This design comes from an exercise in tuning for small area, a short achievable clock period and few clock cycles per item on the open sky130 flow, not from production work. Function was checked by simulation only, so behaviour that the tests miss may differ from the original. Power and IR drop assume default switching activity.

$ cat flow/design.v
module aq_cache_dir (
    input  wire        clk,
    input  wire        rst,
    input  wire        req_valid,
    output wire        req_ready,
    input  wire [31:0] req_pa,
    input  wire        req_write,
    output wire        resp_valid,
    input  wire        resp_ready,
    output wire        resp_bypass,      
    output wire        resp_hit,
    output wire [1:0]  resp_way,         
    output wire        resp_fill,        
    output wire        resp_evict,       
    output wire [25:0] resp_evict_blk,   
    output wire [7:0]  resp_latency      
);
    localparam SETS = 32;
    localparam WAYS = 4;
    localparam [5:0] ST_RESET = 6'b000100;    
    function [5:0] others(input [1:0] m);
        case (m)
            2'd0:    others = {2'd3, 2'd2, 2'd1};
            2'd1:    others = {2'd3, 2'd2, 2'd0};
            2'd2:    others = {2'd3, 2'd1, 2'd0};
            default: others = {2'd2, 2'd1, 2'd0};
        endcase
    endfunction
    function [7:0] dec_list(input [4:0] c);
        reg [5:0] r;
        reg [1:0] m0, x, y;
        begin
            r = others(c[4:3]);
            case (c[2:1])
                2'd0:    begin m0 = r[1:0]; x = r[3:2]; y = r[5:4]; end
                2'd1:    begin m0 = r[3:2]; x = r[1:0]; y = r[5:4]; end
                default: begin m0 = r[5:4]; x = r[1:0]; y = r[3:2]; end
            endcase
            dec_list = c[0] ? {m0, x, y, c[4:3]} : {m0, y, x, c[4:3]};
        end
    endfunction
    function [4:0] enc_list(input [7:0] l);
        reg [5:0] r;
        reg [1:0] rank;
        begin
            r = others(l[1:0]);
            if (l[7:6] == r[1:0])      rank = 2'd0;
            else if (l[7:6] == r[3:2]) rank = 2'd1;
            else                       rank = 2'd2;
            enc_list = {l[1:0], rank, l[5:4] < l[3:2]};
        end
    endfunction
    function [4:0] touch(input [4:0] c, input [1:0] w);
        reg [7:0] l;
        begin
            l = dec_list(c);
            if (w == l[7:6])      touch = c;
            else if (w == l[5:4]) touch = enc_list({l[5:4], l[7:6], l[3:2], l[1:0]});
            else if (w == l[3:2]) touch = enc_list({l[3:2], l[7:6], l[5:4], l[1:0]});
            else                  touch = enc_list({l[1:0], l[7:6], l[5:4], l[3:2]});
        end
    endfunction
    reg [20:0] tag_q   [0:SETS*WAYS-1];
    reg [3:0]  dirty_q [0:SETS-1];
    reg [5:0]  st_q    [0:SETS-1];
    reg        a_v;
    reg [20:0] a_tag;
    reg [4:0]  a_idx;
    reg        a_wr, a_byp;
    reg        b_v;
    reg [20:0] b_tag;
    reg [4:0]  b_idx;
    reg        b_wr, b_byp;
    reg [20:0] b_tags [0:WAYS-1];
    reg [3:0]  b_dirty;
    reg [5:0]  b_st;
    localparam RW = 36;
    reg          r0_v, r1_v;
    reg [RW-1:0] r0, r1;
    reg        rdy_q;
    wire b_fire = b_v && !r1_v;              
    wire b_take = !b_v || !r1_v;             
    wire accept = req_valid && rdy_q && !rst;
    wire pop    = r0_v && resp_ready;
    assign req_ready = rdy_q;
    wire r0_v_n = r1_v || (r0_v && !pop) || b_fire;
    wire r1_v_n = r0_v && !pop && (r1_v || b_fire);
    wire a_v_n  = accept || (a_v && !b_take);
    wire b_v_n  = b_take ? a_v : b_v;
    wire        F    = b_st[5];
    wire [4:0]  code = b_st[4:0];
    wire [7:0]  lst  = dec_list(code);
    wire [1:0]  m3   = lst[1:0];
    wire [3:0] valid;
    wire [3:0] eq;
    genvar gw;
    generate
        for (gw = 0; gw < WAYS; gw = gw + 1) begin : g_way
            assign valid[gw] = F || (gw < m3);
            assign eq[gw]    = valid[gw] && (b_tags[gw] == b_tag);
        end
    endgenerate
    wire       hit   = |eq;
    wire [1:0] hw    = {eq[3] | eq[2], eq[3] | eq[1]};
    wire       fill  = !hit && !b_wr && !b_byp;
    wire [20:0] vtag = b_tags[m3];
    wire       evict = fill && F && b_dirty[m3];
    wire [4:0] ct0 = touch(code, 2'd0);
    wire [4:0] ct1 = touch(code, 2'd1);
    wire [4:0] ct2 = touch(code, 2'd2);
    wire [4:0] ct3 = touch(code, 2'd3);
    wire [4:0] code_hit = ({5{eq[0]}} & ct0) | ({5{eq[1]}} & ct1) |
                          ({5{eq[2]}} & ct2) | ({5{eq[3]}} & ct3);
    wire [4:0] code_fill = enc_list({m3, lst[7:6], lst[5:4], lst[3:2]});
    wire [5:0] st_new = hit  ? {F, code_hit} :
                        fill ? {F | (m3 == 2'd3), code_fill} :
                               b_st;
    wire [3:0] m3_oh = 4'b0001 << m3;
    wire [3:0] dirty_new = (b_dirty | (eq & {4{b_wr}})) & ~(m3_oh & {4{fill}});
    reg        w_v;
    reg [4:0]  w_idx;
    reg [1:0]  w_way;
    reg [20:0] w_tag;
    always @(posedge clk) begin
        w_v   <= b_fire && fill;
        w_idx <= b_idx;
        w_way <= m3;
        w_tag <= b_tag;
    end
    integer s, w;
    always @(posedge clk) begin
        for (s = 0; s < SETS; s = s + 1) begin
            if (b_fire && b_idx == s)
                dirty_q[s] <= dirty_new;
            for (w = 0; w < WAYS; w = w + 1)
                if (w_v && w_idx == s && w_way == w)
                    tag_q[s*WAYS + w] <= w_tag;
        end
    end
    always @(posedge clk) begin
        for (s = 0; s < SETS; s = s + 1) begin
            if (rst)
                st_q[s] <= ST_RESET;
            else if (b_fire && b_idx == s)
                st_q[s] <= st_new;
        end
    end
    reg  [20:0] rd_tag [0:WAYS-1];
    reg  [3:0]  rd_dirty;
    reg  [5:0]  rd_st;
    always @(*) begin
        for (w = 0; w < WAYS; w = w + 1)
            rd_tag[w] = 21'd0;
        rd_dirty = 4'd0;
        rd_st    = 6'd0;
        for (s = 0; s < SETS; s = s + 1) begin
            if (rd_sel[s]) begin
                for (w = 0; w < WAYS; w = w + 1)
                    rd_tag[w] = rd_tag[w] | tag_q[s*WAYS + w];
                rd_dirty = rd_dirty | dirty_q[s];
                rd_st    = rd_st | st_q[s];
            end
        end
    end
    wire [4:0] a_idx_n  = rdy_q  ? req_pa[10:6] : a_idx;
    wire [4:0] b_idx_n  = b_take ? a_idx : b_idx;
    wire       stall_n  = b_v_n && r1_v_n;
    wire       fire_n   = b_v_n && !r1_v_n;
    wire [4:0] rd_idx_n = stall_n ? b_idx_n : a_idx_n;
    wire       fwd_n    = fire_n && (a_idx_n == b_idx_n);
    reg  [SETS-1:0] rd_sel;
    reg             fwd_q;
    reg  [3:0]      wsel_q;
    always @(posedge clk) begin
        rd_sel <= {{(SETS-1){1'b0}}, 1'b1} << rd_idx_n;
        fwd_q  <= fwd_n;
        wsel_q <= {4{b_fire && fill && rd_idx_n == b_idx}} & m3_oh;
    end
    always @(posedge clk) begin
        if (rdy_q) begin    
            a_tag <= req_pa[31:11];
            a_idx <= req_pa[10:6];
            a_wr  <= req_write;
            a_byp <= (req_pa[31:14] == 18'd0) && (req_pa[13:12] == 2'd1 || req_pa[13:12] == 2'd2);
        end
        if (b_take) begin
            b_tag <= a_tag;
            b_idx <= a_idx;
            b_wr  <= a_wr;
            b_byp <= a_byp;
        end
        for (w = 0; w < WAYS; w = w + 1)
            b_tags[w] <= (fwd_q && fill && m3 == w) ? b_tag :
                         wsel_q[w] ? w_tag : rd_tag[w];
        b_dirty <= (rd_dirty | ({4{fwd_q && b_wr}} & eq)) & ~({4{fwd_q && fill}} & m3_oh);
        b_st    <= (fwd_q && hit)  ? {rd_st[5], code_hit} :
                   (fwd_q && fill) ? {rd_st[5] | (m3 == 2'd3), code_fill} : rd_st;
    end
    wire [RW-1:0] n_resp = {b_byp, hit, hit ? hw : m3, fill, evict, vtag, b_idx,
                            !hit, !hit && !evict, hit || evict};
    always @(posedge clk) begin
        if (!r0_v || pop)
            r0 <= r1_v ? r1 : n_resp;
        if (!r1_v)
            r1 <= n_resp;
    end
    always @(posedge clk) begin
        if (rst) begin
            a_v   <= 1'b0;
            b_v   <= 1'b0;
            r0_v  <= 1'b0;
            r1_v  <= 1'b0;
            rdy_q <= 1'b1;
        end else begin
            a_v   <= a_v_n;
            b_v   <= b_v_n;
            r0_v  <= r0_v_n;
            r1_v  <= r1_v_n;
            rdy_q <= !a_v_n || !b_v_n || !r1_v_n;
        end
    end
    wire       o_byp, o_hit, o_fill, o_ev, o_l6, o_l5, o_l3;
    wire [1:0] o_way;
    wire [25:0] o_blk;
    assign {o_byp, o_hit, o_way, o_fill, o_ev, o_blk, o_l6, o_l5, o_l3} = r0;
    assign resp_valid     = r0_v;
    assign resp_bypass    = o_byp;
    assign resp_hit       = o_hit;
    assign resp_way       = o_way;
    assign resp_fill      = o_fill;
    assign resp_evict     = o_ev;
    assign resp_evict_blk = o_blk;
    assign resp_latency   = {o_ev, o_l6, o_l5, 1'b0, o_l3, o_l5, o_hit, 1'b0};
endmodule
$ cat flow/flow/run.sh
#!/bin/bash
# Standard layout (the standard.sh, standard synthesis unchanged), with
#  - the setup repair margin raised so that repair_timing works on every path
#    slower than the period this design can reach, and
#  - the port buffers (one per input and output, as standard) made buf_4.
# The clock and constraints are the standard flow's.
set -euo pipefail
bash standard.sh SETUP_SLACK_MARGIN=6.6 "BUFFER_PORTS_ARGS=-buffer_cell sky130_fd_sc_hd__buf_4" finish > standard_flow.log 2>&1
$ cat flow/standard.sh
#!/bin/bash
# synth_recipe.tcl (not shown) runs the flow's synth.tcl, then flattens the netlist and writes it again
# the make line also repeats each setting of config.mk as NAME=value (left out here)
make -C /OpenROAD-flow-scripts/flow DESIGN_CONFIG=/design/flow/config.mk WORK_HOME=/design/flow/orfs CLKGATE_MAP_FILE= SYNTH_SCRIPT=/design/flow/synth_recipe.tcl "${@:-finish}"
$ cat flow/config.mk
export PLATFORM = sky130hd
export DESIGN_NAME = aq_cache_dir
export DESIGN_NICKNAME = aq_cache_dir
export VERILOG_FILES = /design/flow/design.v
export SDC_FILE = /design/flow/constraint.sdc
export NUM_CORES = 4
export LEC_CHECK = 0
export CAP_MARGIN = 20
export CORE_MARGIN = 2
export CORE_UTILIZATION = 55
export CTS_BUF_LIST = sky130_fd_sc_hd__clkbuf_16
export CTS_CLUSTER_DIAMETER = 80
export CTS_CLUSTER_SIZE = 20
export SLEW_MARGIN = 20
export TNS_END_PERCENT = 5
$ cat flow/constraint.sdc
create_clock -name core_clock -period 10.0 [get_ports {clk}]
set_input_delay 2.0000 -clock core_clock [delete_from_list [all_inputs] [get_ports {clk}]]
set_output_delay 2.0000 -clock core_clock [all_outputs]
set_load 0.01 [all_outputs]
==> results.txt, run 1 <==
Number of flops mapped to enable cells by yosys: 2897. The first detailed-routing pass ran for 6 iterations. At the worst endpoint, the arrival time is 4320 ps. Dividing the detail-routed wire length by the instance count gives 42.18 um. For this design the static power due to leakage is 40.94 nW.

Ranked by total cell area, the synthesized netlist is headed by sky130_fd_sc_hd__edfxtp_1 (72%), sky130_fd_sc_hd__dfxtp_1 (6.7%), sky130_fd_sc_hd__a221oi_1 (3.3%). The critical path class is flop to flop. Setup slack closes at 6449 ps. The number of buffers and inverters on the critical path is 2. Synthesis handed over a netlist of 7000 instances. The logs give 63.0% for the relative contribution of sequential cells to total power and 55.34% for the initial core utilization. From bottom edge to top edge, the die measures 471.4 um. Relative to the synthesized area, the layout overhead comes to 9.583%. The run gives 10760 ps as the required time at the endpoint of the critical path.

The flow ran to the end, but the layout failed its checks. In this run the power density over the cells is 184.1 nW/um^2. The worst pin sits at a relative slew slack of 5.923%. The transition at the pin with the smallest max-transition slack works out to 1406 ps. The most frequently used flop master after synthesis was sky130_fd_sc_hd__edfxtp_1. Number of distinct standard cells referenced by the synthesized netlist: 73. For the global-route wire length before repair, the log shows 566000 um.

The worst hold path passes through 0 cells. Setup repair after global routing could not meet its margin everywhere. The number of global-route vias before repair was 68200; the period utilization was 35.51%.

Counting along the longest clock path gives a buffer depth of 3. The total clock sinks was 3299. Walking the worst path, the cells encountered are buf_4 -> buf_4 -> a221oi_1 -> nand4_1 -> nor3_2 -> a21oi_1 -> mux2_2.

Subtracting the final worst setup slack from the clock period gives 3551 ps. Element type at the critical path end: a flop. The maximum VDD drop is 0.2068 mV, and the final instance area is 131700 um^2.

The logs give 0 for the number of maximum-capacitance constraint violations and 55230 um for the wire length on met3. Switching power share of the total: 22.11%. The synthesized netlist occupies a cell area of 120200 um^2. Excluding fillers, the count of instances in the completed layout stands at 9991. The die covers 222300 um^2. The largest single stage delay on the critical path is 910 ps. The detailed-routing wirelength on met1 was 154500 um.

For this run, the top clock speed supported by timing is 0.2816 GHz. Detailed routing placed a total of 193000 um of wire on met2. The analysis attributes to net switching a power of 5.360 mW. Dividing the synthesized area by the synthesized cell count gives 17.17 um^2. Per report_power, the combinational group accounts for 4.7% of the total. For this block, the initial DRC count from the detailed router was 13930. The multi-input combinational cells in the finished layout cover a total of 24180 um^2. Across the whole layout, storage elements account for 95260 um^2.

The worst register-to-register path has a depth of 7. For the I/O pin count, the log shows 79. For this run, the total global-route usage over all layers was measured as 37.20%. The H-tree was split into 4 levels. The final setup violation count came out at 0. Most frequent cell on the critical path: sky130_fd_sc_hd__buf_4. Cell internal power was estimated by the tool at 18.88 mW.

The number of logic stages on the critical path including buffering is 7, and the initial antenna violation count is 21. Master cell of the clock root buffer: sky130_fd_sc_hd__clkbuf_16. Total of buffers placed on input and output ports: 70.

Sequential elements use 79.08% of the synthesized area. The tools report the number of nets in the layout as 7091. The max-slew violation count came out at 0. The count of nets left with antenna violations after detail routing is 1.

Entering global routing, the biggest net connects 123 pins. In the synthesized netlist, the cells that appear most often are sky130_fd_sc_hd__edfxtp_1 (2897), sky130_fd_sc_hd__a221oi_1 (459), sky130_fd_sc_hd__a22o_1 (458). Once placement completed, the tool counted placed cells totaling 9697. The fill cell instance count of the final layout is 15780, and the number of warning messages in the yosys log is 6. The worst clock skew is 41.78 ps. The fraction of registers with async set or reset after synthesis was 0%; the die width was 471.4 um. The detail-routed via count per cell is 7.364, and the final setup TNS is 0 ps.

By instance count, the leading cell after synthesis is sky130_fd_sc_hd__edfxtp_1. The area of the core came out at 217200 um^2. For this block, the routed nets add up to 421500 um of wire. Summing all placed instances gives a cell area of 125900 um^2.

The remaining global-route overflow was 0. TritonCTS built the clock tree. Clock latency on the worst-skew pair, taken at its later pin, is 880 ps. In the final layout, the share of cells above drive strength 1 is 13.65%.

Clock-pin slew was measured on the worst setup and hold paths at 90 ps. Routability-driven placement finished with a final weighted congestion of 0.9586. The tools report the total via count after detailed routing as 73570. The biggest area contributor in the post-synthesis netlist is sky130_fd_sc_hd__edfxtp_1.

On the critical path, the stage with the largest delay is an instance of sky130_fd_sc_hd__nor3_2. The cell family with the largest share of critical-path delay was simple AND/OR/NAND/NOR gates. Of all nets on the critical path, the largest fanout is 25. STA classifies the critical path startpoint as a flop. After detailed routing, no signal wire sits above met5. The cell row count is 171. The reasons given for failing layout checks are antenna violations. The final count of hold timing violations came out at 0. Buffers inserted during clock tree synthesis total 185. For this run, design rule violations remaining after detail routing come to 0. The class of the worst hold path is flop to flop. Placed wire-length estimate after detailed placement: 226200 um. The core occupancy in the finished layout is 60.64%, and the total of flip-flops plus latches after synthesis is 3299. The synthesized design devotes to its leading area cell type 72.39% of total area. The clock network burns 32.2% of the power.

The worst-case setup slack after placement is 5587 ps.
[layout by cell type, fill, tap and decap left out, types with 19 or more instances in the layout]
cell type and instances:
sky130_fd_sc_hd__mux2_4 19, sky130_fd_sc_hd__a222oi_1 84, sky130_fd_sc_hd__mux4_2 22, sky130_fd_sc_hd__edfxtp_1 2897
sky130_fd_sc_hd__a311oi_1 48, sky130_fd_sc_hd__nand3_1 107, sky130_fd_sc_hd__dfxtp_1 339, sky130_fd_sc_hd__clkbuf_16 190
sky130_fd_sc_hd__nor2_4 100, sky130_fd_sc_hd__a22o_1 458, sky130_fd_sc_hd__buf_12 26, sky130_fd_sc_hd__a211oi_1 100
sky130_fd_sc_hd__buf_4 320, sky130_fd_sc_hd__a221oi_1 459, sky130_fd_sc_hd__nor2_1 246, sky130_fd_sc_hd__mux2_2 84
sky130_fd_sc_hd__nand2_1 77, sky130_fd_sc_hd__nor3_1 99, sky130_fd_sc_hd__nor3_2 25, sky130_fd_sc_hd__nand4_1 227
sky130_fd_sc_hd__a21oi_1 221, sky130_fd_sc_hd__inv_1 96, sky130_fd_sc_hd__xnor2_1 77, sky130_fd_sc_hd__a22oi_1 422
sky130_fd_sc_hd__nor2_2 30, sky130_fd_sc_hd__xor2_1 22, sky130_fd_sc_hd__dfxtp_4 55
[kinds of logic after synthesis]
logic type / after synthesis / share of synthesized area [%]
fa+ha+maj: 3 / 0.02915
mux: 150 / 1.652
compound gates: 1889 / 12.48
buf+inv: 547 / 1.899
flops: 3299 / 79.08
xor+xnor: 99 / 0.7215
simple gates: 1012 / 4.136
other cells: 1 / 0.003120
[flip-flops by register name, summed over array words and instances (netlist names), 21 cells and up]
signal and cells:
r1 35, r0 35, b_tags 84, st_q 192
dirty_q 128, w_tag 21, rd_sel 32, a_tag 21
b_tag 21, tag_q 2688
[cell type report]
| type | instances | area share, % |
|---|---|---|
| repair buffers | 367 | 2.551 |
| inverters | 41 | 0.1169 |
| diodes | 8 | 0.01520 |
| well taps | 2854 | 2.711 |
| multi-input cells | 3158 | 18.36 |
| flip-flops and latches | 3299 | 72.33 |
| clock buffers | 190 | 3.610 |
| clock inverters | 74 | 0.3069 |
[power by group through the flow]
stage                     clock network, mW  logic [mW]  registers, mW
after floorplan                           0       0.527           15.6
after global placement                    0        1.07           15.6
after detailed placement                  0        1.08           15.6
after CTS                              7.81        1.10           15.3
after global routing                   8.26        1.18           15.3
final                                  7.81        1.15           15.3
[path summary, 6_finish.rpt]
kind                                start  slack [ps]             to
worst max-delay path            rd_sel[4]        6450  b_tags[3][19]
worst min-delay path             a_tag[7]         430       b_tag[7]
worst max register to register  rd_sel[4]        6450  b_tags[3][19]
worst min register to register   a_tag[7]         430       b_tag[7]
[worst register-to-register path, stage by stage, from the launching register on]
cell	delay, ps
sky130_fd_sc_hd__dfxtp_4	580
sky130_fd_sc_hd__buf_4	420
sky130_fd_sc_hd__buf_4	410
sky130_fd_sc_hd__a221oi_1	440
sky130_fd_sc_hd__nand4_1	220
sky130_fd_sc_hd__nor3_2	910
sky130_fd_sc_hd__a21oi_1	130
sky130_fd_sc_hd__mux2_2	310
[per-layer routing]
layer | vias to the layer above | GRT usage, %
met5 | - | 0
met4 | 12 | 13.90
met3 | 882 | 8.325
met2 | 5615 | 57.90
met1 | 38120 | 51.75
li1 | 28940 | -
[per-stage QoR]
step	total power [mW]	hold slack, ps
floorplan	16.08	329.0
global placement	16.65	403.0
detailed placement	16.67	404.5
CTS	24.18	428.2
global route	24.74	433.7
finish	24.24	426.6
[what timing repair did]
item	4_1_cts	5_1_grt
hold endpoints to repair	0	0
setup endpoints to repair	459	459
pin swaps	2	6
gates resized for setup	20	37
hold buffers	0	0
gates cloned	3	1
setup buffers	2	8
Testbench counts, summed over its fixed seeds: cycles 24,024, items 24,000.
==> run 2, diff against run 1 <==
--- a/flow/config.mk
+++ b/flow/config.mk
@@ -6,10 +6,10 @@
 export NUM_CORES = 4
 export LEC_CHECK = 0
-export CAP_MARGIN = 20
+export CAP_MARGIN = 10
 export CORE_MARGIN = 2
-export CORE_UTILIZATION = 55
+export CORE_UTILIZATION = 65
 export CTS_BUF_LIST = sky130_fd_sc_hd__clkbuf_16
 export CTS_CLUSTER_DIAMETER = 80
 export CTS_CLUSTER_SIZE = 20
-export SLEW_MARGIN = 20
+export SLEW_MARGIN = 10
 export TNS_END_PERCENT = 5
==> run 2 against run 1 <==
Now clean on timing, DRC and antenna. First-iteration DRC count is 2.3% lower. Total power is 0.31% lower. Hold slack worse by 4.0 ps. Via count is 0.46% lower. Global-route usage is 5.3 points higher. Critical path depth is 1 higher. Final cell count is 4.4% lower. Register-to-register slack worse by 170 ps. Count of clock-buffer cells in the layout stayed put. Utilization is 10 points higher. Critical endpoint is now b_tags[2][1].
==> results.txt, run 2 <==
The final instance area was 130400 um^2 (-0.99%). The tools report the number of warning messages in the yosys log as 6 (unchanged). The logs give 5.302 mW (-1.1%) for the power spent charging and discharging nets and 73230 (-0.46%) for the total via count after detailed routing. For the combined global-route utilization of all metal layers, the log shows 42.50% (+5.3 points). The I/O pin count was 79 (unchanged). The DRC violations left was 0 (unchanged). The clock transition time at the flip-flop clock pins of the worst setup and hold paths works out to 90 ps (about the same). For the area of the core, the log shows 183500 um^2 (-16%). Worst reg2reg path endpoint: b_tags[2][1]. The endpoint with the worst hold slack was b_tag[9]. Critical path arrival: 4490 ps (+170 ps). The maximum number of pins on one net before global-route repair was 130 (+5.7%); the total of flip-flops plus latches after synthesis was 3299 (unchanged). The required time at the endpoint of the critical path was 10760 ps (about the same); the final setup violation count was 0 (unchanged).

The worst max-slew margin expressed relative to the limit was 11.40% (+5.5 points); the number of flip-flops in the largest register was 2688 (unchanged). Most frequent cell on the critical path: sky130_fd_sc_hd__buf_4. The fraction of registers with async set or reset after synthesis works out to 0% (unchanged). In the synthesized netlist, the cells that appear most often are sky130_fd_sc_hd__edfxtp_1 (2897), sky130_fd_sc_hd__a221oi_1 (459), sky130_fd_sc_hd__a22o_1 (458). The tools report the initial core utilization as 65.50% (+10 points).

Share of the synthesized area in the top cell type: 72.39% (unchanged). The startpoint identified for the worst register-to-register timing path is rd_sel[24]. From synthesis to final layout, the design area changed by 8.497%. The critical path goes through buf_4 -> buf_4 -> a22o_1 -> a221oi_1 -> nand4_1 -> nor3_1 -> a21oi_1 -> mux2_4.

The mean routed wirelength per cell is 42.10 um (-0.21%), and the first-pass iteration count of the detailed router is 9 (+3). The run finished with no timing, DRC or antenna violations. The run gives 24.16 mW (-0.31%) as the total power of the final layout.

The largest registers in the layout are tag_q (2688), st_q (192), dirty_q (128). The run gives 402200 um (-4.6%) as the final wirelength. The relative contribution of the clock network to total power is 31.8% (-0.4 points), and the post-detailed-placement cell area is 124900 um^2 (-0.76%).

The most used standard cell by instance count after synthesis was sky130_fd_sc_hd__edfxtp_1. The largest register by flop count is tag_q. The cell family with the largest share of critical-path delay is simple AND/OR/NAND/NOR gates. TritonCTS built the clock tree. The post-synthesis area per instance was 17.17 um^2 (unchanged); the synthesized area was 120200 um^2 (unchanged).

The run gives 0 (unchanged) as the remaining global-route overflow. The library cell used most frequently in the layout, excluding fill and tap cells, is sky130_fd_sc_hd__edfxtp_1. The logs give 3299 (unchanged) for the total clock sinks and 422.6 ps (-3.985 ps) for the worst hold margin. The die width was 434.0 um (-7.9%). The run gives 0 (unchanged) as the number of maximum-capacitance constraint violations. The worst reg-to-reg path cell count came out at 8 (+1). The logs give 40.59 nW (-0.86%) for the leakage dissipation and 0.9299 (-3.0%) for the final weighted congestion of routability-driven global placement. Switching power share of the total: 21.94% (-0.17 points). The period utilization is 37.22% (+1.7 points).

The internal power summed over all cells is 18.86 mW (about the same). The logs give 68410 (+0.30%) for the number of global-route vias before repair and 0 ps (unchanged) for the final setup TNS. Setup repair after global routing could not meet its margin everywhere. The maximum VDD drop is 0.1974 mV (-4.6%), and the number of H-tree levels is 4 (unchanged).

The count of nets left with antenna violations after detail routing is 0 (-1). The largest incremental delay on the critical path is 1070 ps (+160 ps), and the number of hold buffers added after CTS is 0 (unchanged). The run gives 73 (unchanged) as the number of distinct standard cells referenced by the synthesized netlist. The number of cells traversed by the worst hold path works out to 0 (unchanged). The synthesized design spends more area on one cell type than any other, namely sky130_fd_sc_hd__edfxtp_1.

For the final count of hold timing violations, the log shows 0 (unchanged). The buffers plus inverters on the worst setup path came out at 2 (unchanged). The logs give 7000 (unchanged) for the synthesized netlist cell count and 79.08% (unchanged) for the fraction of the yosys area taken by sequential cells.

The transition at the pin with the smallest max-transition slack was 1326 ps (-80.11 ps); the cell area power density was 185.3 nW/um^2 (+0.69%). The height of the die is 434.0 um (-7.9%), and the relative contribution of sequential cells to total power is 63.2% (+0.2 points). For the deepest clock path buffer count, the log shows 3 (unchanged). Master cell of the clock root buffer: sky130_fd_sc_hd__clkbuf_16.

The number of nets in the layout was 7069 (-0.31%). The startpoint identified for the worst hold timing path is a_tag[9]. The worst clock skew was 35.59 ps (-6.185 ps); the total clock buffers created by CTS was 185 (unchanged). Critical-path cell with the highest stage delay: sky130_fd_sc_hd__nor3_1.

In the post-synthesis netlist, the biggest area contributors are sky130_fd_sc_hd__edfxtp_1 (72%), sky130_fd_sc_hd__dfxtp_1 (6.7%), sky130_fd_sc_hd__a221oi_1 (3.3%). The worst setup path is of the flop to flop kind. The fmax came out at 0.2687 GHz (-4.6%).

For the fill cell instance count of the final layout, the log shows 11720 (-26%). The tools report the element type at the critical path end as a flop. The logs give 212300 um (-6.1%) for the placed wire-length estimate after detailed placement and 71.07% (+10 points) for the core occupancy in the finished layout. The share of post-route cells with drive strength above 1 is 13.44% (-0.21 points). The logs give 157 (-8.2%) for the cell row count and 5.0% (+0.3 points) for the combinational group share of total power.

In the layout the commonest cells are sky130_fd_sc_hd__edfxtp_1 (2897), sky130_fd_sc_hd__a221oi_1 (459), sky130_fd_sc_hd__a22o_1 (458), sky130_fd_sc_hd__a22oi_1 (422), sky130_fd_sc_hd__dfxtp_1 (339). The number of DRC markers after the initial detailed-route iteration is 13610 (-2.3%), and the minimum period implied by the final worst setup slack is 3722 ps (+170.3 ps). The initial antenna violation count is 11 (-48%). The detail-routed via count per cell came out at 7.664 (+4.1%).

The most frequently used flop master after synthesis is sky130_fd_sc_hd__edfxtp_1. The logs give 6280 ps (-170 ps) for the register-to-register setup slack and 0 (unchanged) for the max-slew violation count. The number of flops mapped to enable cells by yosys is 2897 (unchanged), and the die footprint is 188300 um^2 (-15%). The worst hold path belongs to the class flop to flop. The total of buffers placed on input and output ports came out at 70 (unchanged). The insertion delay of the later-clocked pin in the worst-skew pair came out at 900 ps (+20 ps). STA classifies the critical path startpoint as a flop.

The global-route wire length before repair was 543600 um (-4.0%); the critical-path maximum fanout was 38 (+52%).
==> run 2: cell counts after synthesis <==
No cell type changed its count.
==> run 2: metrics by stage <==
step | instances | setup WS (ps)
floorplan | 7001 | 6517
global placement | 9294 | 5936
detailed placement | 9294 | 5898
CTS | 9545 | 6468
global route | 9550 | 6423
finish | 9555 | 6278
==> run 2: cell families (layout without fill, tap and decap cells) <==
family,Yosys count,in the layout,synth area share [%]
flops,3299,3299,79.08
compound gates,1889,1892,12.48
simple gates,1012,1012,4.136
buf+inv,547,628,1.899
mux,150,150,1.652
xor+xnor,99,99,0.7215
fa+ha+maj,3,3,0.02915
other cells,1,8,0.003120
==> run 2: final cells by class <==
type | instances | area, um^2 | share of cell area, %
inverter | 41 | 153.9 | 0.1180
timing repair buffer | 345 | 2811 | 2.156
clock inverter | 52 | 302.8 | 0.2322
clock buffer | 190 | 4755 | 3.646
tap | 2464 | 3083 | 2.364
antenna | 6 | 15.01 | 0.01151
sequential | 3299 | 95260 | 73.05
multi-input combinational | 3158 | 24020 | 18.42
==> run 2: worst register-to-register path, cell delays in order (launching register included) <==
cell,delay [ps]
sky130_fd_sc_hd__dfxtp_4,470
sky130_fd_sc_hd__buf_4,420
sky130_fd_sc_hd__buf_4,450
sky130_fd_sc_hd__a22o_1,360
sky130_fd_sc_hd__a221oi_1,210
sky130_fd_sc_hd__nand4_1,180
sky130_fd_sc_hd__nor3_1,1070
sky130_fd_sc_hd__a21oi_1,130
sky130_fd_sc_hd__mux2_4,320
==> run 2: how the worst max path moves through the flow <==
stage | startpoint | end | slack (ps) | cells past startpoint
after floorplan | b_tag[2] | dirty_q[0][0] | 6520 | 8
after detailed placement | resp_ready | wsel_q[0] | 5900 | 8
after global placement | resp_ready | wsel_q[0] | 5940 | 8
after CTS | rdy_q | req_ready | 6470 | 2
after global routing | rd_sel[14] | b_tags[0][9] | 6420 | 8
final | rd_sel[24] | b_tags[2][1] | 6280 | 8
==> run 2: routing by layer <==
layer	wire length (um)	part of all wire (%)	GRT usage, %
met3	61000	15	11.92
met4	23390	5.8	20.97
met1	135700	34	56.86
met5	52	0.013	0
met2	182000	45	64.89
==> run 2: power groups by stage <==
stage               combinational (mW)  clock [mW]  sequential, mW
floorplan                        0.527           0            15.6
global placement                  1.12           0            15.6
detailed placement                1.13           0            15.6
CTS                               1.16        7.65            15.3
global route                      1.24        8.09            15.3
finish                            1.21        7.68            15.3
==> run 2: what timing repair did <==
item                                    in CTS  in global routing
resized for setup                           26                 16
pin swaps                                    3                  3
endpoints found under the setup margin     458                355
cloned                                       4                  0
setup buffers                                5                  4
==> run 3, diff against run 2 <==
--- a/flow/flow/run.sh
+++ b/flow/flow/run.sh
@@ -6,3 +6,3 @@
 # The clock and constraints are the standard flow's.
 set -euo pipefail
-bash standard.sh SETUP_SLACK_MARGIN=6.6 "BUFFER_PORTS_ARGS=-buffer_cell sky130_fd_sc_hd__buf_4" finish > standard_flow.log 2>&1
+bash standard.sh SETUP_SLACK_MARGIN=6.8 "BUFFER_PORTS_ARGS=-buffer_cell sky130_fd_sc_hd__buf_4" finish > standard_flow.log 2>&1
--- a/flow/config.mk
+++ b/flow/config.mk
@@ -6,10 +6,10 @@
 export NUM_CORES = 4
 export LEC_CHECK = 0
-export CAP_MARGIN = 10
+export CAP_MARGIN = 20
 export CORE_MARGIN = 2
-export CORE_UTILIZATION = 65
+export CORE_UTILIZATION = 55
 export CTS_BUF_LIST = sky130_fd_sc_hd__clkbuf_16
 export CTS_CLUSTER_DIAMETER = 80
 export CTS_CLUSTER_SIZE = 20
-export SLEW_MARGIN = 10
+export SLEW_MARGIN = 20
 export TNS_END_PERCENT = 5
==> run 3 against run 2 <==
Still clean. Utilization fell by 10 points. First-iteration DRC count shrank 1.1%. Sequential power barely moved. Final cell count up 4.9%. Via count increased by 1.4%. Clock skew down 7.7 ps. Critical endpoint unchanged. Highest routed layer unchanged.
==> results.txt, run 3 <==
The flow ran to the end and the layout has no timing, DRC or antenna violations. The max-slew violation count is 0 (unchanged), and the global-route wire length before repair is 571000 um (+5.0%). The signal on the critical path passes through buf_4 -> buf_4 -> a22o_1 -> a221oi_1 -> nand4_1 -> nor3_1 -> a21oi_1 -> mux2_4. The final wirelength is 424600 um (+5.6%). The share of post-route cells with drive strength above 1 is 14.18% (+0.74 points). The height of the die is 471.4 um (+8.6%), and the total clock buffers created by CTS is 186 (+0.54%). The fraction of the yosys area taken by sequential cells was 79.08% (unchanged); the total clock sinks was 3299 (unchanged). The critical path arrival was 4310 ps (-180 ps); the total of buffers placed on input and output ports was 70 (unchanged). The worst reg-to-reg path cell count was 8 (unchanged); the period utilization was 35.51% (-1.7 points). The number of cells traversed by the worst hold path was 0 (unchanged).

The tools report the element type at the critical path end as a flop. The count of nets left with antenna violations after detail routing came out at 0 (unchanged). Setup repair after global routing could not meet its margin everywhere. The detailed-routing wirelength on met1 was 157400 um (+16%).

The worst max-slew margin expressed relative to the limit is 15.92% (+4.5 points). The run gives 41.17 nW (+1.4%) as the leakage dissipation. In the layout the commonest cells are sky130_fd_sc_hd__edfxtp_1 (2897), sky130_fd_sc_hd__a22o_1 (458), sky130_fd_sc_hd__a221oi_1 (458), sky130_fd_sc_hd__a22oi_1 (422), sky130_fd_sc_hd__buf_4 (346). The most used standard cell by instance count after synthesis is sky130_fd_sc_hd__edfxtp_1. The largest incremental delay on the critical path is 910 ps (-160 ps), and the initial core utilization is 55.34% (-10 points).

By count the netlist is led by sky130_fd_sc_hd__edfxtp_1 (2897), sky130_fd_sc_hd__a221oi_1 (459), sky130_fd_sc_hd__a22o_1 (458). The insertion delay of the later-clocked pin in the worst-skew pair is 870 ps (-30 ps), and the number of flip-flops in the largest register is 2688 (unchanged). The run gives 0 ps (unchanged) as the final setup TNS. The startpoint type of the worst setup path is a flop. The run gives 0.9647 (+3.7%) as the final weighted congestion of routability-driven global placement. The tools report the number of H-tree levels as 4 (unchanged). Among all stages on the critical path, the largest delay is contributed by sky130_fd_sc_hd__nor3_1. The transition at the pin with the smallest max-transition slack works out to 1254 ps (-71.48 ps).

The die width was 471.4 um (+8.6%). The cell area power density is 184.0 nW/um^2 (-0.70%), and the number of maximum-capacitance constraint violations is 0 (unchanged). The run gives 68310 (-0.14%) as the number of global-route vias before repair. The number of hold buffers added after CTS is 0 (unchanged). DRC violations left: 0 (unchanged). The master cell of the clock root buffer was sky130_fd_sc_hd__clkbuf_16. The final setup violation count was 0 (unchanged). Relative to the synthesized area, the layout overhead comes to 9.724%. The clock transition time at the flip-flop clock pins of the worst setup and hold paths was 90 ps (about the same); the synthesized netlist cell count was 7000 (unchanged).

Leaving out fill and tap cells, the most frequent cell in the layout is sky130_fd_sc_hd__edfxtp_1. The number of distinct standard cells referenced by the synthesized netlist is 73 (unchanged), and the share of the synthesized area in the top cell type is 72.39% (unchanged). Post-synthesis cell type with the largest combined area: sky130_fd_sc_hd__edfxtp_1. The total of flip-flops plus latches after synthesis came out at 3299 (unchanged). The initial antenna violation count came out at 23 (+12). Minimum period implied by the final worst setup slack: 3551 ps (-171.0 ps). The worst-case setup slack after placement was 5773 ps (-124.4 ps).

The logs give 192100 um (+5.5%) for the routed length on met2 and 9 (unchanged) for the first-pass iteration count of the detailed router. In the final layout, the registers with the most flip-flops are tag_q (2688), st_q (192), dirty_q (128). The critical path class is flop to flop. The die footprint was 222300 um^2 (+18%). Detail-routed via count per cell: 7.408 (-3.3%). The final count of hold timing violations was 0 (unchanged). The number of warning messages in the yosys log is 6 (unchanged), and the placed wire-length estimate after detailed placement is 222700 um (+4.9%). The critical-path maximum fanout is 27 (-29%), and the I/O pin count is 79 (unchanged). The path class of the tightest hold or removal check is flop to flop. The logs give 10760 ps (about the same) for the required time at the endpoint of the critical path and 6449 ps (+171.0 ps) for the smallest setup slack after layout. The total via count after detailed routing was 74230 (+1.4%).

TritonCTS built the clock tree. For the maximum VDD drop, the log shows 0.1763 mV (-11%). In this design, the critical path's most frequently occurring cell is sky130_fd_sc_hd__buf_4.

The post-synthesis area per instance is 17.17 um^2 (unchanged). The most frequently used flop master after synthesis is sky130_fd_sc_hd__edfxtp_1. The synthesized area was 120200 um^2 (unchanged); the maximum number of pins on one net before global-route repair was 114 (-12%). The highest routing layer actually used was met5. After synthesis, the cell types taking the most area are sky130_fd_sc_hd__edfxtp_1 (72%), sky130_fd_sc_hd__dfxtp_1 (6.7%), sky130_fd_sc_hd__a221oi_1 (3.3%). The mean routed wirelength per cell was 42.37 um (+0.66%). The number of DRC markers after the initial detailed-route iteration is 13460 (-1.1%). The cell row count was 171 (+8.9%). The deepest clock path buffer count was 3 (unchanged); the worst clock skew was 27.86 ps (-7.736 ps).

The logs give 0.2816 GHz (+4.8%) for the fmax and 55150 um (-9.6%) for the wire length on met3. The run gives 7109 (+0.57%) as the number of nets in the layout. The combined global-route utilization of all metal layers is 37.53% (-5.0 points). The fraction of registers with async set or reset after synthesis is 0% (unchanged), and the number of flops mapped to enable cells by yosys is 2897 (unchanged).

The register with the most flip-flops in the final layout is tag_q. For the remaining global-route overflow, the log shows 0 (unchanged). The area of the core came out at 217200 um^2 (+18%).
-- run 3: worst max-delay path: cells and delay by family (launching register included) --
family | cells | cell delay (ps)
simple gates | 2 | 1070
buf+inv | 2 | 860
compound gates | 3 | 610
flops | 1 | 510
mux | 1 | 310
-- run 3: area by class of cell --
| type | count | area, um^2 |
|---|---|---|
| fill | 15770 | 85300 |
| clock buffer | 189 | 4730 |
| sequential | 3299 | 95260 |
| inverter | 41 | 153.9 |
| multi-input combinational | 3156 | 24310 |
| antenna | 7 | 17.52 |
| timing repair buffer | 386 | 3361 |
| clock inverter | 89 | 459.2 |
| tap | 2854 | 3571 |
-- run 3: final timing paths --
kind	slack, ps	endpoint	start
worst max-delay path	6450	b_tags[2][1]	rd_sel[10]
worst min-delay path	440	b_tag[0]	a_tag[0]
worst max register to register	6450	b_tags[2][1]	rd_sel[10]
worst min register to register	440	b_tag[0]	a_tag[0]
-- run 3: power by group --
group	switching [mW]	total (mW)	internal, mW
combinational	0.815	1.19	0.373
sequential	0.204	15.3	15.1
clock	4.38	7.80	3.43
-- run 3: what timing repair did --
| item | 4_1_cts | 5_1_grt |
|---|---|---|
| gates cloned | 2 | 0 |
| gates resized for setup | 42 | 48 |
| setup endpoints to repair | 466 | 468 |
| buffers inserted | 6 | 24 |
| pin swaps | 3 | 8 |
-- run 3: through the flow --
step / power (mW) / instances / instance area, um^2 / utilization [%] / hold WS (ps)
after global placement: 16.67 / 9689 / 125600 / 57.82 / 417.4
after CTS: 24.20 / 9981 / 131200 / 60.43 / 434.9
after detailed placement: 16.68 / 9695 / 125700 / 57.89 / 405.9
after global routing: 24.77 / 10020 / 131900 / 60.72 / 436.2
final: 24.27 / 10020 / 131900 / 60.72 / 437.1
after floorplan: 16.08 / 7001 / 120200 / - / 329.0
-- run 3: logic make-up after synthesis --
group           Yosys count  synth area share [%]
flops                  3299                 79.08
compound gates         1889                 12.48
simple gates           1012                 4.136
buf+inv                 547                 1.899
mux                     150                 1.652
xor+xnor                 99                0.7215
fa+ha+maj                 3               0.02915
other cells               1              0.003120
-- run 3: layer usage --
layer  track usage (%)  vias up
met2             57.48     5827
met5            0.6489        -
met4             14.55       14
met1             52.80    38490
li1                  -    28960
met3             8.400      943
==> run 4, diff against run 3 <==
--- a/flow/design.v
+++ b/flow/design.v
@@ -81,5 +81,6 @@
     wire b_fire = b_v && !r1_v;              
     wire b_take = !b_v || !r1_v;             
-    wire accept = req_valid && rdy_q && !rst;
+    wire a_free = !a_v || !b_v || !r1_v;
+    wire accept = req_valid && a_free && !rst;
     wire pop    = r0_v && resp_ready;
     assign req_ready = rdy_q;
@@ -163,5 +164,5 @@
         end
     end
-    wire [4:0] a_idx_n  = rdy_q  ? req_pa[10:6] : a_idx;
+    wire [4:0] a_idx_n  = a_free ? req_pa[10:6] : a_idx;
     wire [4:0] b_idx_n  = b_take ? a_idx : b_idx;
     wire       stall_n  = b_v_n && r1_v_n;
@@ -178,5 +179,5 @@
     end
     always @(posedge clk) begin
-        if (rdy_q) begin    
+        if (a_free) begin    
             a_tag <= req_pa[31:11];
             a_idx <= req_pa[10:6];
==> run 4 against run 3 <==
Still clean. Hold slack got worse by 14 ps. First-iteration DRC count shrank 10%. Setup slack worse by 76 ps. Combinational power barely moved. Final cell count shrank 0.82%. Non-clock buffer count decreased by 37. Critical path depth unchanged. Critical endpoint is now b_tags[3][5]. Largest power group unchanged. Highest routed layer unchanged.
==> results.txt, run 4 <==
The flow ran to the end and the layout has no timing, DRC or antenna violations. Cell row count: 171 (unchanged). Endpoint with the worst hold slack: b_tag[11]. The fraction of registers with async set or reset after synthesis was 0% (unchanged).

The synthesized area is 120000 um^2 (-0.18%). The number of nets in the layout is 7044 (-0.91%), and the deepest clock path buffer count is 3 (unchanged). The number of flip-flops in the largest register was 2688 (unchanged). The required time at the endpoint of the critical path is 10770 ps (about the same), and the share of the synthesized area in the top cell type is 72.52% (+0.13 points).

The combined global-route utilization of all metal layers is 36.86% (-0.67 points), and the first-pass iteration count of the detailed router is 10 (+1). The height of the die is 471.0 um (about the same), and the final count of hold timing violations is 0 (unchanged). The simple-gate share of the synthesized area was 4.056% (-0.080 points). The number of warning messages in the yosys log is 6 (unchanged). The tightest min-delay check is of the flop to flop type. For the number of hold buffers added after CTS, the log shows 0 (unchanged). The share of post-route cells with drive strength above 1 is 13.56% (-0.62 points).

The register-to-register setup slack was 6370 ps (-80 ps). Max-slew violation count: 0 (unchanged). The fraction of the mapped netlist area in compound gates was 12.52% (+0.040 points). In this run the clock root is driven by a sky130_fd_sc_hd__clkbuf_16. Portion of netlist area occupied by mux cells: 1.624% (-0.028 points). The tools report the final setup TNS as 0 ps (unchanged). The initial antenna violation count is 27 (+17%), and the minimum period implied by the final worst setup slack is 3626 ps (+75.61 ps). The slowest stage of the critical path is the sky130_fd_sc_hd__nor3_2 cell. Post-synthesis xor/xnor area fraction: 0.7082% (-0.013 points).

The global-route wire length before repair was 561300 um (-1.7%); the worst max-slew margin expressed relative to the limit was 17.73% (+1.8 points). The detail-routed via count per cell is 7.319 (-1.2%), and the number of global-route vias before repair is 67870 (-0.66%). Among all flip-flop cells after synthesis, the most frequent one is sky130_fd_sc_hd__edfxtp_1. The total clock buffers created by CTS was 185 (-0.54%). Remaining global-route overflow: 0 (unchanged).

The critical-path maximum fanout is 29 (+7.4%). Grouping stages by cell kind, the critical path spends the most delay in simple AND/OR/NAND/NOR gates. The buffers plus inverters on the worst setup path is 2 (unchanged), and the total of flip-flops plus latches after synthesis is 3299 (unchanged). Dominant combinational cell family by area after synthesis: compound AO/OA/AOI/OAI gates. The run gives 50.30% (-2.5 points) as the met1 routing resource usage after global routing. In the post-synthesis netlist, the biggest area contributors are sky130_fd_sc_hd__edfxtp_1 (73%), sky130_fd_sc_hd__dfxtp_1 (6.7%), sky130_fd_sc_hd__a22o_1 (3.3%). The worst reg-to-reg path cell count is 8 (unchanged). The period utilization was 36.26% (+0.76 points). The final weighted congestion of routability-driven global placement is 0.8800 (-8.8%). The initial core utilization was 55.29% (about the same); the number of distinct standard cells referenced by the synthesized netlist was 71 (-2.7%). The area added between synthesis and finish was 9.374%; the DRC violations left was 0 (unchanged). The post-detailed-placement cell area is 125700 um^2 (about the same). Leaving out fill and tap cells, the most frequent cell in the layout is sky130_fd_sc_hd__edfxtp_1. By count the netlist is led by sky130_fd_sc_hd__edfxtp_1 (2897), sky130_fd_sc_hd__a22oi_1 (453), sky130_fd_sc_hd__a22o_1 (447). The die footprint was 221900 um^2 (-0.18%). In the layout the commonest cells are sky130_fd_sc_hd__edfxtp_1 (2897), sky130_fd_sc_hd__a22oi_1 (453), sky130_fd_sc_hd__a22o_1 (447), sky130_fd_sc_hd__a221oi_1 (443), sky130_fd_sc_hd__dfxtp_1 (339).

Synthesized netlist cell count: 6965 (-0.50%). The final setup violation count came out at 0 (unchanged). The post-synthesis area per instance works out to 17.22 um^2 (+0.32%). The logs give 12080 (-10%) for the number of DRC markers after the initial detailed-route iteration and 3299 (unchanged) for the total clock sinks.

The source of the worst hold timing path was a_tag[11]. In the final layout, the registers with the most flip-flops are tag_q (2688), st_q (192), dirty_q (128). The insertion delay of the later-clocked pin in the worst-skew pair came out at 880 ps (about the same). The maximum number of pins on one net before global-route repair was 118 (+3.5%).

The largest total area in the synthesized netlist belongs to sky130_fd_sc_hd__edfxtp_1. In this run the critical register-to-register path is launched from rd_sel[12]. The fraction of the yosys area taken by sequential cells was 79.23% (+0.14 points); the critical path arrival was 4400 ps (+90 ps).

The worst register-to-register path ends at b_tags[3][5]. The area of the core was 217000 um^2 (about the same). Setup repair after global routing could not meet its margin everywhere. The total via count after detailed routing was 72740 (-2.0%); the number of H-tree levels was 4 (unchanged). Number of maximum-capacitance constraint violations: 0 (unchanged). The critical path class was flop to flop. The cell area power density is 185.1 nW/um^2 (+0.59%), and the number of cells traversed by the worst hold path is 0 (unchanged). The tools report the leakage dissipation as 40.78 nW (-0.95%). TritonCTS built the clock tree. Largest register by flop count: tag_q.

The die width came out at 471.0 um (about the same). For the met3 global-route usage, the log shows 8.633% (+0.23 points). The cell that appears most often on the critical path is sky130_fd_sc_hd__buf_4. The signal on the critical path passes through buf_4 -> buf_4 -> a22o_1 -> a221oi_1 -> nand4_1 -> nor3_2 -> a21oi_1 -> mux2_1. The final wirelength is 415400 um (-2.2%). The worst clock skew is 38.74 ps (+10.88 ps). The placed wire-length estimate after detailed placement was 221100 um (-0.70%); the I/O pin count was 79 (unchanged).

The maximum VDD drop came out at 0.2024 mV (+15%). The worst setup path is launched from a flop. The final instance area was 131200 um^2 (-0.50%).

The transition at the pin with the smallest max-transition slack was 1231 ps (-23.21 ps). sky130_fd_sc_hd__edfxtp_1 is the most common cell in the netlist. The number of flops mapped to enable cells by yosys came out at 2897 (unchanged).

The tools report the count of nets left with antenna violations after detail routing as 0 (unchanged). The post-synthesis adder-cell area fraction came out at 0.02920% (+0.000053 points). Worst hold margin: 423.5 ps (-13.65 ps).

For the routing usage on met2, the log shows 57.15% (-0.32 points). Total of buffers placed on input and output ports: 70 (unchanged). The fmax was 0.2758 GHz (-2.1%). The clock transition time at the flip-flop clock pins of the worst setup and hold paths is 80 ps (about the same). After global routing, the most crowded layer is met2. Mean routed wirelength per cell: 41.79 um (-1.4%).

STA classifies the critical path endpoint as a flop. The largest incremental delay on the critical path was 930 ps (+20 ps).
[run 4: changes by cell type in the layout (fill, tap and decap cells not counted), moves of 33 or more]
cell and change:
sky130_fd_sc_hd__a211oi_1 +35, sky130_fd_sc_hd__a311oi_1 -48, sky130_fd_sc_hd__buf_4 -33, sky130_fd_sc_hd__mux2_1 +47, sky130_fd_sc_hd__xnor2_1 -41, sky130_fd_sc_hd__xor2_1 +45
[run 4: metal layers]
metal / vias to the layer above / wire length, um
met5: - / 225
met4: 30 / 21100
met3: 937 / 52750
met2: 5204 / 190100
met1: 37860 / 151200
li1: 28710 / -
[run 4: power by group]
part / total [mW] / switching (mW) / internal, mW / leakage [nW]
logic: 1.22 / 0.856 / 0.363 / 8.57
registers: 15.3 / 0.213 / 15.1 / 29.5
clock network: 7.77 / 4.34 / 3.44 / 2.69
total: 24.3 / 5.41 / 18.9 / 40.8
[run 4: what timing repair did]
item | 4_1_cts | 5_1_grt
endpoints found under the setup margin | 396 | 465
cloned | 1 | 0
pin swaps | 3 | 2
buffers inserted | 1 | 8
gates resized for setup | 29 | 17
[run 4: final cells by class]
| cell class | instances | area [um^2] |
|---|---|---|
| flip-flops and latches | 3299 | 95260 |
| well taps | 2854 | 3571 |
| repair buffers | 349 | 3058 |
| fillers | 15970 | 85740 |
| inverters | 41 | 161.4 |
| multi-input cells | 3129 | 24010 |
| clock buffers | 191 | 4780 |
| clock inverters | 65 | 339.1 |
| diodes | 11 | 27.53 |
[run 4: worst reg2reg max path, cell delays in order, from the launching register on]
cell and delay (ps):
sky130_fd_sc_hd__dfxtp_4 520, sky130_fd_sc_hd__buf_4 390, sky130_fd_sc_hd__buf_4 430, sky130_fd_sc_hd__a22o_1 360
sky130_fd_sc_hd__a221oi_1 270, sky130_fd_sc_hd__nand4_1 220, sky130_fd_sc_hd__nor3_2 930, sky130_fd_sc_hd__a21oi_1 80
sky130_fd_sc_hd__mux2_1 330
[run 4: cell families after synthesis]
family,Yosys count
buffers and inverters,539
muxes,153
other,1
DFF,3299
AOI/OAI and AO/OA,1879
and+or+nand+nor,994
xor gates and xnor gates,97
adders and majority gates,3
[run 4: worst max-delay path by stage]
| stage | startpoint | endpoint | cells after the start |
|---|---|---|---|
| after floorplan | resp_ready | fwd_q | 6 |
| after global placement | b_st[4] | dirty_q[13][0] | 8 |
| after detailed placement | resp_ready | wsel_q[1] | 8 |
| after CTS | r0[8] | resp_evict_blk[5] | 1 |
| after global routing | rd_sel[25] | b_tags[1][17] | 8 |
| final | rd_sel[12] | b_tags[3][5] | 8 |
[run 4: per-stage QoR]
| stage | total power [mW] | std cells | setup WS (ps) | util (%) |
|---|---|---|---|---|
| after global routing | 24.80 | 9930 | 6438 | 60.47 |
| final | 24.29 | 9939 | 6374 | 60.48 |
| after detailed placement | 16.76 | 9660 | 5925 | 57.94 |
| after floorplan | 16.08 | 6966 | 6674 | - |
| after CTS | 24.25 | 9918 | 6499 | 60.38 |
| after global placement | 16.74 | 9650 | 5883 | 57.83 |
Testbench counts of run 4, summed over its fixed seeds: cycles 24,024, items 24,000.
==> run 5, diff against run 4 <==
--- a/flow/design.v
+++ b/flow/design.v
@@ -156,7 +156,8 @@
         rd_st    = 6'd0;
         for (s = 0; s < SETS; s = s + 1) begin
-            if (rd_sel[s]) begin
-                for (w = 0; w < WAYS; w = w + 1)
+            for (w = 0; w < WAYS; w = w + 1)
+                if (w < 2 ? rd_sel[s] : rd_sel2[s])
                     rd_tag[w] = rd_tag[w] | tag_q[s*WAYS + w];
+            if (rd_sel2[s]) begin
                 rd_dirty = rd_dirty | dirty_q[s];
                 rd_st    = rd_st | st_q[s];
@@ -170,9 +171,11 @@
     wire [4:0] rd_idx_n = stall_n ? b_idx_n : a_idx_n;
     wire       fwd_n    = fire_n && (a_idx_n == b_idx_n);
-    reg  [SETS-1:0] rd_sel;
+    reg  [SETS-1:0] rd_sel, rd_sel2;
     reg             fwd_q;
     reg  [3:0]      wsel_q;
     always @(posedge clk) begin
         rd_sel <= {{(SETS-1){1'b0}}, 1'b1} << rd_idx_n;
+        for (s = 0; s < SETS; s = s + 1)
+            rd_sel2[s] <= rd_idx_n == s;
         fwd_q  <= fwd_n;
         wsel_q <= {4{b_fire && fill && rd_idx_n == b_idx}} & m3_oh;
==> run 5 against run 4 <==
Sequential share of layout area decreased by 0.33 points. Combinational power decreased by 5%. Utilization increased by 0.052 points. Sequential cell count increased by 32. Total power increased by 0.71%. Routed wire length increased by 3.3%. First-iteration DRC count increased by 15%. Sequential power about the same. Register-to-register slack improved by 20 ps. Non-clock buffer count increased by 50. Critical path depth unchanged. Global-route usage increased by 0.77 points. Critical endpoint is now b_tags[3][19].
==> results.txt, run 5 <==
The run gives 219300 um^2 (+1.1%) as the area of the core. The tools report the worst max-slew margin expressed relative to the limit as 10.36% (-7.4 points). The number of DRC markers after the initial detailed-route iteration is 13860 (+15%), and the height of the die is 473.1 um (+0.44%).

The global-route wire length before repair was 576300 um (+2.7%); the synthesized area was 121000 um^2 (+0.89%). The critical-path maximum fanout works out to 20 (-31%). Most common cell after layout, fill and taps aside: sky130_fd_sc_hd__edfxtp_1.

The tools report the number of nets in the layout as 7171 (+1.8%). For the power spent charging and discharging nets, the log shows 5.444 mW (+0.68%). Placed wire-length estimate after detailed placement: 223300 um (+1.0%).

The clock transition time at the flip-flop clock pins of the worst setup and hold paths was 90 ps (about the same); the total of flip-flops plus latches after synthesis was 3331 (+0.97%). The tools report the cell row count as 172 (+0.58%). The commonest cells after synthesis are sky130_fd_sc_hd__edfxtp_1 (2897), sky130_fd_sc_hd__a221oi_1 (457), sky130_fd_sc_hd__a22o_1 (457).

The DRC violations left is 0 (unchanged), and the simple-gate share of the synthesized area is 4.157% (+0.10 points). For the final setup TNS, the log shows 0 ps (unchanged). The relative contribution of sequential cells to total power was 63.1% (about the same); the worst-case setup slack after placement was 5924 ps (-0.6700 ps). The number of H-tree levels came out at 4 (unchanged). The run gives 24420 um^2 (+1.7%) as the multi-input combinational cell area. The number of maximum-capacitance constraint violations was 0 (unchanged). The top cell types in the final layout, fill and taps aside, are sky130_fd_sc_hd__edfxtp_1 (2897), sky130_fd_sc_hd__a22o_1 (457), sky130_fd_sc_hd__a221oi_1 (457), sky130_fd_sc_hd__a22oi_1 (425), sky130_fd_sc_hd__buf_4 (367). Worst reg-to-reg path cell count: 8 (unchanged). The period utilization is 36.09% (-0.17 points). The I/O pin count was 79 (unchanged); the total clock buffers created by CTS was 187 (+1.1%). The post-detailed-placement cell area is 126800 um^2 (+0.88%). The transition at the pin with the smallest max-transition slack was 1334 ps (+103.1 ps). The final count of hold timing violations is 0 (unchanged). The post-synthesis xor/xnor area fraction was 0.7164% (+0.0082 points); the buffers plus inverters on the worst setup path was 2 (unchanged).

The most frequent cell on the critical path was sky130_fd_sc_hd__buf_4. Final setup violation count: 0 (unchanged). The fraction of the mapped netlist area in compound gates came out at 12.51% (about the same). The logs give 130 (+10%) for the maximum number of pins on one net before global-route repair and 3331 (+0.97%) for the total clock sinks.

The flow ran to the end and the layout has no timing, DRC or antenna violations. The post-synthesis cell type with the largest combined area is sky130_fd_sc_hd__edfxtp_1. The cell family with the largest share of critical-path delay is simple AND/OR/NAND/NOR gates. The deepest clock path buffer count was 3 (unchanged).

The mean routed wirelength per cell came out at 42.52 um (+1.7%). The final wirelength came out at 429200 um (+3.3%). The relative contribution of the clock network to total power was 32.2% (+0.2 points).

The die width is 473.1 um (+0.44%), and the internal power summed over all cells is 19.01 mW (+0.72%). The largest individual stage delay along the critical path comes from the cell sky130_fd_sc_hd__nor3_2. Portion of netlist area occupied by mux cells: 1.602% (-0.022 points). The count of nets left with antenna violations after detail routing is 0 (unchanged), and the worst clock skew is 37.47 ps (-1.274 ps). CTS placed an instance of sky130_fd_sc_hd__clkbuf_16 at the clock tree root.

First-pass iteration count of the detailed router: 8 (-2). Number of warning messages in the yosys log: 6 (unchanged). Yosys attributes the largest share of cell area to sky130_fd_sc_hd__edfxtp_1 (72%), sky130_fd_sc_hd__dfxtp_1 (7.2%), sky130_fd_sc_hd__a221oi_1 (3.3%). The minimum period implied by the final worst setup slack is 3609 ps (-17.48 ps). The largest registers in the layout are tag_q (2688), st_q (192), dirty_q (128). The fraction of registers with async set or reset after synthesis came out at 0% (unchanged).

Class of the worst hold path: flop to flop. The fill cell instance count of the final layout is 16040 (+0.41%), and the required time at the endpoint of the critical path is 10770 ps (about the same). The initial core utilization was 55.19% (-0.10 points). The number of flops mapped to enable cells by yosys came out at 2897 (unchanged). The smallest setup slack after layout was 6391 ps (+17.48 ps). The number of global-route vias before repair came out at 69480 (+2.4%). The number of cells traversed by the worst hold path is 0 (unchanged).

Setup repair after global routing could not meet its margin everywhere. The die footprint is 223800 um^2 (+0.88%), and the final weighted congestion of routability-driven global placement is 0.9058 (+2.9%). The fmax is 0.2771 GHz (+0.48%). The worst setup path is captured at a flop. The synthesized netlist cell count came out at 7068 (+1.5%).

The final instance area is 132700 um^2 (+1.2%). The max-slew violation count came out at 0 (unchanged). The run gives 4380 ps (-20 ps) as the critical path arrival.

The fraction of the yosys area taken by sequential cells was 79.06% (-0.17 points). The startpoint type of the worst setup path was a flop. For the area used by sequential logic in the layout, the log shows 95930 um^2 (+0.71%). The most used standard cell by instance count after synthesis is sky130_fd_sc_hd__edfxtp_1. The tools report the total via count after detailed routing as 74850 (+2.9%). The combinational group share of total power was 4.7% (-0.3 points); the initial antenna violation count was 20 (-26%).

The switching power share of the total was 22.26% (about the same); the insertion delay of the later-clocked pin in the worst-skew pair was 900 ps (+20 ps). The worst setup path is of the flop to flop kind. The run gives 41.41 nW (+1.6%) as the leakage dissipation.

Walking the worst path, the cells encountered are buf_4 -> buf_4 -> a22o_1 -> a221oi_1 -> nand4_1 -> nor3_2 -> a21oi_1 -> mux2_2. The share of the synthesized area in the top cell type was 71.88% (-0.64 points). The worst hold margin was 441.1 ps (+17.64 ps); the cell area power density was 184.3 nW/um^2 (-0.45%).

Ranked by flip-flop count, first place goes to tag_q. The tools report the maximum VDD drop as 0.1366 mV (-33%). For the number of distinct standard cells referenced by the synthesized netlist, the log shows 71 (unchanged). The most used flip-flop cell after synthesis is sky130_fd_sc_hd__edfxtp_1. TritonCTS built the clock tree. The total of buffers placed on input and output ports is 70 (unchanged), and the combined global-route utilization of all metal layers is 37.63% (+0.77 points). Share of post-route cells with drive strength above 1: 15.26% (+1.7 points).

The largest incremental delay on the critical path was 880 ps (-50 ps). The number of hold buffers added after CTS was 0 (unchanged); the area added between synthesis and finish was 9.674%. By area, the combinational part of the netlist is dominated by compound AO/OA/AOI/OAI gates. The detail-routed via count per cell is 7.415 (+1.3%), and the post-synthesis adder-cell area fraction is 0.02895% (-0.00026 points). The remaining global-route overflow was 0 (unchanged); the post-synthesis area per instance was 17.12 um^2 (-0.58%). The tools report the core occupancy in the finished layout as 60.53% (about the same).

The number of flip-flops in the largest register works out to 2688 (unchanged). The number of logic stages on the critical path including buffering was 8 (unchanged).
[run 5: changes by cell type after synthesis, moves of 12 or more]
cell                       previous run  this run
sky130_fd_sc_hd__buf_1              100        75
sky130_fd_sc_hd__a221oi_1           443       457
sky130_fd_sc_hd__nand3_1            126       112
sky130_fd_sc_hd__dfxtp_1            402       434
sky130_fd_sc_hd__a22oi_1            453       426
sky130_fd_sc_hd__nor2_1             380       425
sky130_fd_sc_hd__a311oi_2             0        29
sky130_fd_sc_hd__mux2_1              54         0
sky130_fd_sc_hd__nand2_1             64        76
sky130_fd_sc_hd__clkbuf_1           328       393
sky130_fd_sc_hd__a211oi_1           133       100
sky130_fd_sc_hd__mux2_2              59       114
[run 5: kinds of logic after synthesis]
family,after synthesis
multiplexers,152
AO/OA/AOI/OAI,1866
flip-flops,3331
AND/OR/NAND/NOR,1044
adder cells (fa/ha/maj),3
buffers and inverters,572
XOR/XNOR,99
other,1
[run 5: repair_timing]
item / in CTS / in global routing
buffers inserted: 0 / 37
gates cloned: 0 / 4
gates resized for setup: 14 / 31
pin swaps: 1 / 4
endpoints found under the setup margin: 521 / 527
hold endpoints to repair: 0 / 0
[run 5: metrics by stage]
step           power, mW  instances
3_5_place_dp       16.83       9768
2_1_floorplan      16.23       7069
3_3_place_gp       16.81       9752
4_1_cts            24.40      10040
5_1_grt            24.97      10090
6_report           24.46      10090
[run 5: worst paths after layout]
| check | slack (ps) | endpoint | startpoint |
|---|---|---|---|
| worst max-delay path | 6390 | b_tags[3][19] | rd_sel2[4] |
| worst min-delay path | 440 | b_tag[7] | a_tag[7] |
| worst max register to register | 6390 | b_tags[3][19] | rd_sel2[4] |
| worst min register to register | 440 | b_tag[7] | a_tag[7] |
[run 5: layout make-up]
class | instances | area share [%]
Timing Repair Buffer | 399 | 2.569
Clock inverter | 83 | 0.3186
Antenna cell | 6 | 0.01131
Clock buffer | 191 | 3.601
Sequential cell | 3331 | 72.27
Inverter | 43 | 0.1244
Tap cell | 2871 | 2.706
Multi-Input combinational cell | 3170 | 18.40
[run 5: metal layers]
| metal | GRT usage, % | share of wire [%] |
|---|---|---|
| met5 | 0 | 0.016 |
| met2 | 56.62 | 45 |
| met3 | 8.690 | 14 |
| met1 | 54.27 | 37 |
| met4 | 13.37 | 4.3 |
[run 5: power by group through the flow]
stage	registers (mW)	logic, mW	clock network (mW)
2_1_floorplan	15.7	0.533	0
3_3_place_gp	15.7	1.07	0
3_5_place_dp	15.7	1.08	0
4_1_cts	15.4	1.09	7.88
5_1_grt	15.4	1.19	8.33
6_report	15.4	1.16	7.87
Testbench counts of run 5, summed over its fixed seeds: cycles 24,024, items 24,000.

==> re-timing with driven ports <==
No port has a modelled driver above. Below, the same layouts with a new extraction and two added sets of constraints.
Step 1: set_driving_cell puts a clkbuf_16 on clk and a buf_2 on each other input, an assumption about the parent block.
Step 2 adds t to the input delays and takes it off the output delays; t is the mean of the earliest and latest rising clock arrival at the registers after step 1. Input paths then give back, and output paths get back, about the clock's delay inside the block.
Slacks: ideal / step 1 / step 2; pairs: ideal / step 1.
run | shift t [ns] | setup slack, ns | worst setup path at the end
run 1 | 0.964 | 6.449 / 6.437 / 5.809 | input to register
run 2 | 0.966 | 6.278 / 6.278 / 5.880 | input to register
run 3 | 0.945 | 6.449 / 6.437 / 5.692 | input to register
run 4 | 0.966 | 6.374 / 6.374 / 5.879 | input to register
run 5 | 0.970 | 6.391 / 6.391 / 6.015 | input to register
For run 3, which loses most, drivers alone change the setup slack by -0.012 ns; drivers and shift together by -0.757 ns.
